Source: an optimization exercise on an open RTL-to-GDS flow (aim: small area, a short achievable clock period and few clock cycles per item). Production flows keep margins and buffers that such runs may drop. The RTL was checked by simulation tests, not by an equivalence proof against the original design. No activity file was given, so power comes from the tool's default toggle rates.

==> flow/design.v, too long to show whole: its modules and the start of the top module <==
// module logp_power: 94 lines
// module fp64_sq_tree: 2330 lines
// module fa: 10 lines
// module ha: 9 lines
// module exp_diff: 18 lines
// module fp64_sq_pack: 35 lines
// module fp64_add_align: 25 lines
// module fp64_add_round: 42 lines
module logp_power (
    input  wire        clk,
    input  wire        rst,
    input  wire        in_valid,
    output wire        in_ready,
    input  wire [63:0] re,
    input  wire [63:0] im,
    output reg         out_valid,
    output reg  [63:0] p
);
  // ...
==> flow/flow/run.sh <==
#!/bin/bash
# The standard layout (the standard.sh: ORFS from synthesis to the final
# layout) with three changes in how it is made:
# - after the standard synthesis, each logic cell is set to the smallest drive
#   strength of its kind (downsize.py); the timing repair below upsizes only
#   the cells on paths that need it;
# - timing repair aimed well below the clock period: repair_timing works until
#   the setup slack reaches SETUP_SLACK_MARGIN, so the layout meets timing at
#   the design's period with that much slack to spare;
# - the ports buffered with buf_4 cells (buffer_ports' default picks a slow
#   delay buffer).
# Each make run's full output goes to a log here; ORFS keeps each step's log
# under orfs/logs/.
set -euo pipefail
export SETUP_SLACK_MARGIN=13.6
export BUFFER_PORTS_ARGS="-buffer_cell sky130_fd_sc_hd__buf_4"
res=orfs/results/$FLOW_PLATFORM/logp_power/base
bash standard.sh "$PWD/$res/1_2_yosys.v" > synth.log 2>&1
python3 flow/downsize.py "$FLOW_HOME/platforms/$FLOW_PLATFORM/lib/sky130_fd_sc_hd__tt_025C_1v80.lib" \
    "$res/1_2_yosys.v" > downsize.log 2>&1
bash standard.sh > standard.log 2>&1
==> flow/flow/downsize.py <==
#!/usr/bin/env python3
"""Set every combinational logic cell of a synthesized netlist to the smallest
cell of its footprint (same function and pins, least drive), so that the
timing repair later in the flow upsizes only the cells that need it.
Flip-flops, buffers, clock cells and tie cells are left as they are.

usage: downsize.py LIBERTY NETLIST   (rewrites NETLIST in place)
"""
import re
import sys
from collections import Counter

lib, netlist = sys.argv[1], sys.argv[2]
text = open(lib).read()
area, foot = {}, {}
for m in re.finditer(r'cell \("?(sky130_fd_sc_hd__\w+)"?\)', text):
    seg = text[m.end():m.end() + 200000]
    area[m.group(1)] = float(re.search(r"area\s*:\s*([\d.]+)", seg).group(1))
    f = re.search(r'cell_footprint\s*:\s*"?(\w+)"?', seg)
    foot[m.group(1)] = f.group(1) if f else None
smallest = {}
for cell, a in area.items():
    f = foot[cell]
    if "lpflow" in cell or "probe" in cell:
        continue
    if f and (f not in smallest or a < area[smallest[f]]):
        smallest[f] = cell
keep = ("sky130_fd_sc_hd__df", "sky130_fd_sc_hd__dl", "sky130_fd_sc_hd__buf",
        "sky130_fd_sc_hd__clk", "sky130_fd_sc_hd__conb", "sky130_fd_sc_hd__dly")
swaps = Counter()


def swap(m):
    cell = m.group(1)
    if cell.startswith(keep) or cell not in foot or not foot[cell]:
        return m.group(0)
    small = smallest[foot[cell]]
    if small == cell:
        return m.group(0)
    swaps[(cell, small)] += 1
    return small + m.group(2)


net = open(netlist).read()
net = re.sub(r"\b(sky130_fd_sc_hd__\w+)(\s+\S+\s*\()", swap, net)
open(netlist, "w").write(net)
for (a, b), n in sorted(swaps.items()):
    print(f"{n:6d} {a} -> {b}")
print(f"saved {sum((area[a] - area[b]) * n for (a, b), n in swaps.items()):.0f} um2")
==> flow/standard.sh <==
#!/bin/bash
# synth_recipe.tcl (not shown) runs the flow's synth.tcl, then flattens the netlist and writes it again
# the make line also repeats each setting of config.mk as NAME=value (left out here)
make -C /OpenROAD-flow-scripts/flow DESIGN_CONFIG=/design/flow/config.mk WORK_HOME=/design/flow/orfs CLKGATE_MAP_FILE= SYNTH_SCRIPT=/design/flow/synth_recipe.tcl "${@:-finish}"
==> flow/config.mk <==
export PLATFORM = sky130hd
export DESIGN_NAME = logp_power
export DESIGN_NICKNAME = logp_power
export VERILOG_FILES = /design/flow/design.v
export SDC_FILE = /design/flow/constraint.sdc
export NUM_CORES = 4
export LEC_CHECK = 0
export CAP_MARGIN = 20
export CORE_MARGIN = 2
export CORE_UTILIZATION = 60
export CTS_CLUSTER_DIAMETER = 80
export CTS_CLUSTER_SIZE = 30
export PLACE_DENSITY = 0.7
export SLEW_MARGIN = 20
export SYNTH_HIERARCHICAL = 1
export SYNTH_MINIMUM_KEEP_SIZE = 0
==> flow/constraint.sdc <==
create_clock -name core_clock -period 18.5 [get_ports {clk}]
set_input_delay 3.7000 -clock core_clock [delete_from_list [all_inputs] [get_ports {clk}]]
set_output_delay 3.7000 -clock core_clock [all_outputs]
set_load 0.01 [all_outputs]
==> key figures, run 1 <==
Outcome
  – Outcome: finished clean

Layout
  – #MultiIn Comb: 9484
  – Commonest non-fill, non-tap cell in the layout: xnor2_1
  – FF+latch count: 1120
  – Finished Core Util: between 60% and 70%
  – Area of the multi-input gates: 88200 µm²

Clock network
  – CTS root buf: clkbuf_16
  – CTS Buf Count: 84
  – Cts hold-fix bufs: 0

Synthesis
  – Ranking of synthesized cells by area: fa_1 22%, dfxtp_1 19%, xnor2_1 11%, a22oi_1 7.4%, ha_1 6.3%
  – Total number of yosys warnings: 11
  – Number of synthesized flops with an enable pin: 0
  – Top cell type's share of synthesized area: ~22%
  – Syn Nets: about 15000
  – Commonest cells in the netlist: 1451 x xnor2_1, 1318 x fa_1, 1174 x a22oi_1
  – Synth cell types: around 120
  – Top_reg_cell synth: dfxtp_1

STA
  – Setup violators final: 0
  – Fmax: 203 MHz

Floorplan
  – Starting Density: 60.4%
  – DIE AREA: 202000 µm²
  – Num ports: 197

GRT
  – Initial antenna violation count: 10
  – Met2 usage: 60.5%

Power and ir drop
  – P_seq: approximately 4500 µW
  – Gate power share: 71.4%

Worst hold path
  – Worst hold stages: 0

Placed design
  – HPWL after DPL: 318000 µm

Setup path
  – Total stage count of the critical path: 12
  – Crit path from: xb0[13]
  – Cell repeated most along the worst path: fa_1
Testbench counts, summed over its fixed seeds: cycles 24,064, items 24,000.
==> run 2: changes to the inputs <==
==> flow/flow/run.sh (replaced) <==
#!/bin/bash
# The standard layout (the standard.sh, ORFS from synthesis to the final
# layout), with two settings it leaves open:
# - timing repair aimed well below the clock period: repair_timing works until
#   the setup slack reaches SETUP_SLACK_MARGIN, so the layout meets timing at
#   the design's period with that much slack to spare;
# - the ports buffered with buf_4 cells (buffer_ports' default picks a slow
#   delay buffer).
# make's full output goes to standard.log; ORFS keeps each step's log under
# orfs/logs/.
set -euo pipefail
export SETUP_SLACK_MARGIN=13.6
export BUFFER_PORTS_ARGS="-buffer_cell sky130_fd_sc_hd__buf_4"
bash standard.sh > standard.log 2>&1
removed: flow/flow/downsize.py
==> run 2 against run 1 <==
  * Clock power grew 4%
  * Sequential power rose by 0.9%
  * Maximum frequency decreased by 0.90%
  * Total power up 1.0%
  * Flip-flop and latch count unchanged
  * Critical path depth shrank 1
  * Core utilization is 0.18 points higher
  * Cell area grew 0.49%
  * Non-clock buffer count is 34 lower
  * Combinational power is essentially flat
  * Critical endpoint is now ta1b[61]
==> key figures, run 2 <==
Synthesis
  – Top_reg_cell synth: dfxtp_1 (unchanged)
  – Ranking of synthesized cells by area: fa_1 22%, dfxtp_1 19%, xnor2_1 11%, a22oi_1 7.4%, ha_1 6.3% (unchanged)
  – Top cell type's share of synthesized area: 22.1% (unchanged)
  – Fraction of registers with async set/reset: 0% (unchanged)
  – Synth Area in Adders: 28.4% (unchanged)
  – Flops & latches, synth: 1120 (unchanged)
  – Mux share of post-synthesis cell area: 5.75% (unchanged)
  – Cell taking the most area after synthesis: fa_1 (unchanged)
  – Total number of yosys warnings: 11 (unchanged)
  – Post-Synth Simple-Gate Area: 9.58% (unchanged)
  – Xor/xnor share of the synthesized area: 11.7% (unchanged)
  – Most common cell in the netlist: xnor2_1 (unchanged)
  – Avg Synthesized Cell Area: 9.43 µm² (was 9.40 µm²)
  – Number of synthesized flops with an enable pin: 0 (unchanged)
  – Syn Nets: 14700 (unchanged)
  – Synth Area in Compound Gates: 17.9% (unchanged)
  – Commonest cells in the netlist: 1451 x xnor2_1, 1318 x fa_1, 1174 x a22oi_1 (unchanged)
  – Largest family of logic cells by synthesized area: adder cells (unchanged)
  – Mapped Area: 120000 µm² (was 119000 µm²)
  – Sequential element share of the synthesized area: 18.8% (unchanged)
  – Post-Synthesis Cells: 12700 (unchanged)
  – Synth cell types: 119 (unchanged)

Clock network
  – CTS root buf: clkbuf_16 (unchanged)
  – H-tree levels: 3 (unchanged)
  – Cts hold-fix bufs: 0 (unchanged)
  – Clock-pin slew on the worst setup and hold paths: 0.11 ns (was 0.10 ns)
  – Worst-Skew Late Latency: 0.81 ns (was 0.78 ns)
  – TritonCTS clock tree: built (unchanged)
  – Max clock buf depth: 3 (unchanged)
  – Clock Sinks: 1120 (unchanged)
  – CTS Buf Count: 87 (was 84)

Setup path
  – FF-to-FF setup slack: 13.52 ns (was 13.57 ns)
  – Cell repeated most along the worst path: fa_1 (unchanged)
  – Critical Path RT: 19.16 ns (was 19.13 ns)
  – CP max stage cell: fa_1 (unchanged)
  – Critical R2R Launch: xa0[21] (was xb0[13])
  – Largest stage delay, worst path: 0.58 ns (was 0.52 ns)
  – Worst EP arrival: 5.63 ns (was 5.56 ns)
  – Worst setup SP type: register (unchanged)
  – Crit Path Class: reg -> reg (unchanged)
  – CP Capture Type: register (unchanged)
  – R2r endpoint: ta1b[61] (was tb1b[43])
  – Worst Path Max Fanout: 20 (was 13)
  – Critical path cell sequence: buf_12 -> inv_1 -> nand3_1 -> o21ai_4 -> buf_6 -> ha_1 -> fa_1 -> fa_1 -> fa_1 -> fa_1 -> fa_1 (was buf_12 -> inv_1 -> nand3_1 -> o21ai_4 -> a22oi_1 -> xnor2_1 -> fa_1 -> fa_1 -> fa_1 -> fa_1 -> fa_1 -> fa_1)
  – R2R cell count: 11 (was 12)

GRT
  – Largest net degree at the start of global routing: 87 (was 108)
  – GRT Util Overall: 44.0% (was 43.0%)
  – First-pass GRT wire length: 672000 µm (was 659000 µm)
  – Number of global-route vias before repair: 103000 (was 101000)
  – Congestion Overflow GR: 0 (unchanged)
  – Initial antenna violation count: 17 (was 10)

STA
  – Final Critical Period: 4.98 ns (was 4.93 ns)
  – Fin. max-slew vios: 0 (unchanged)
  – Post-route clock period utilization: 26.9% (was 26.7%)
  – RSZ-0062 raised after global routing: true (unchanged)
  – Worst slew pin tran: 1.17 ns (was 1.23 ns)
  – Setup violators final: 0 (unchanged)
  – Worst clock skew: 0.0575 ns (was 0.0466 ns)
  – Hold Slack: 0.293 ns (was 0.310 ns)
  – Fmax: 201 MHz (was 203 MHz)
  – Final hold violation count: 0 (unchanged)
  – Slew margin rel.: 22.2% (was 16.8%)
  – Setup TNS: 0 ns (unchanged)
  – Final worst setup slack: 13.52 ns (was 13.57 ns)

Floorplan
  – Rows: 163 (unchanged)
  – Starting Density: 60.5% (was 60.4%)
  – DIE AREA: 203000 µm² (was 202000 µm²)
  – Die Span Y: 450 µm (about the same)
  – Die X: 450 µm (about the same)
  – Core ar.: 198000 µm² (was 197000 µm²)
  – Num ports: 197 (unchanged)

Placed design
  – PortBufs: 192 (unchanged)
  – HPWL after DPL: 319000 µm (was 318000 µm)
  – Placed insts: 14300 (about the same)
  – Routability congestion estimate from global placement: 1.01 (was 1.07)
  – Pre-CTS setup slack: 12.31 ns (was 12.23 ns)

Drt
  – Pre-antenna DRT Iters: 12 (was 8)
  – DR DRC count: 0 (unchanged)
  – Post-DRT Antenna Nets: 0 (unchanged)
  – Total Wirelength: 463000 µm (was 452000 µm)
  – Via Count: 104000 (was 103000)
  – Initial DRC Count: 16000 (was 15000)
  – Via/cell ratio: 7.06 (was 7.01)
  – Wire per inst: 31.6 µm (was 30.8 µm)

Outcome
  – Outcome: finished clean (unchanged)

Worst hold path
  – Worst hold path endpoint: ia2[7] (was eh5[3])
  – Worst hold stages: 0 (unchanged)
  – Worst hold-check path type: reg -> reg (unchanged)
  – HP Start: ia1[7] (was eh4[3])

Power and ir drop
  – Worst vdd ir: 0.164 mV (was 0.141 mV)
  – Leakage power: 0.0495 µW (was 0.0493 µW)
  – Pwr/cell area: 186 nW/µm² (was 185 nW/µm²)

Layout
  – Final #Nets: 14000 (about the same)
  – Final cell count without fillers: 14700 (about the same)
  – Layout area overhead: 6.25% (was 6.11%)
  – Commonest non-fill, non-tap cell in the layout: xnor2_1 (unchanged)
  – Fraction of final layout cells sized beyond drive strength 1: 12.3% (was 10.4%)
  – Most frequent cells in the layout: 1449 x xnor2_1, 1313 x fa_1, 1171 x a22oi_1, 959 x dfxtp_1, 658 x nand2_1 (was 1448 x xnor2_1, 1316 x fa_1, 1174 x a22oi_1, 965 x dfxtp_1, 656 x nand2_1)

Run
  – Max cap viols: 0 (unchanged)
==> run 2: cell counts after synthesis <==
Identical to the previous run, type by type.
==> run 2: worst max-delay path by stage <==
stage               from        end  slack (ns)  cells past startpoint
4_1_cts        out_valid  out_valid       13.48                      1
2_1_floorplan     xa0[1]   ta1b[41]       13.65                     15
5_1_grt        out_valid  out_valid       13.48                      1
6_report         xa0[21]   ta1b[61]       13.52                     11
3_5_place_dp      xa0[9]   ta1b[38]       12.31                     13
3_3_place_gp      xa0[9]   ta1b[38]       12.36                     13
==> run 2: cell families after synthesis <==
logic type,count (synthesis)
fa+ha+maj,1921
flops,1120
other cells,2
xor+xnor,1590
compound gates,3098
simple gates,2345
buf+inv,2069
mux,524
==> run 2: where the power goes <==
part           internal, µW  total (µW)  leakage [µW]  switching, µW
clock network          1020        2240       0.00164           1210
logic                  7050       16800        0.0385           9760
registers              3670        4570       0.00942            900
==> run 2: layout make-up <==
cell class,count,area (µm²)
Timing Repair inverter,2,12.5
Clock buffer,94,2220
Timing Repair Buffer,613,6350
Sequential cell,1120,22700
Fill cell,15900,70600
Inverter,620,2490
Multi-Input combinational cell,9486,88600
Clock inverter,68,1240
Antenna cell,21,52.6
Tap cell,2640,3300
==> run 2: layer usage <==
metal	wire (µm)	GRT usage [%]	vias to the layer above
li1	-	-	42500
met1	167000	55.3	50500
met2	191000	63.7	8374
met3	66300	16.4	2192
met4	38400	27.6	22
met5	465	1.30	-
==> run 2: Yosys stat by module, one instance, submodules excluded, excerpt <==
module          cell area [µm²]  cells inside  copies in the design
exp_diff                   2310           352                     1
fp64_add_align             5760           624                     1
fp64_add_round             3800           624                     1
fp64_sq_pack               4280           626                     2
ha                         12.5             1                    96
logp_power                35300          3007                     1
==> run 2: what timing repair did <==
item / CTS / global route
resized for setup: 382 / 223
pin swaps: 14 / 21
gates cloned: 9 / 15
setup endpoints to repair: 293 / 252
endpoints found under the hold margin: 0 / 0
setup buffers: 75 / 81
==> run 2: stage by stage <==
step	util, %	area [µm²]	total power [µW]
2_1_floorplan	-	120000	18900
3_3_place_gp	60.4	119000	20000
3_5_place_dp	60.4	119000	20400
4_1_cts	63.3	125000	22800
5_1_grt	64.2	127000	25100
6_report	64.3	127000	23600
==> run 2: critical path: cells and delay by family, from the launching register on <==
family / cells / cell delay [ns]
flops: 1 / 0.36
fa+ha+maj: 6 / 2.96
buf+inv: 3 / 1.00
simple gates: 1 / 0.23
compound gates: 1 / 0.26

==> port drivers added, routing unchanged <==
In the flow no input, the clock included, has a driving cell. The finished layouts below were timed again as built, in two steps.
Step 1, drivers: a clkbuf_16 drives clk and a buf_2 each remaining input, both assumed.
Step 2 also shifts input and output timing later by t, the mid clock arrival at the registers, as if the neighbouring blocks saw the same clock.
Three values: ideal ports, drivers, drivers and shift; two values: the first two.
run	t (ns)	setup slack, ns	worst register clock-pin slew, ns
run 1	0.844	13.566 / 13.494 / 13.566	0.11 / 0.11
run 2	0.881	13.521 / 13.424 / 13.521	0.11 / 0.11
After both steps every run listed still meets setup and hold.
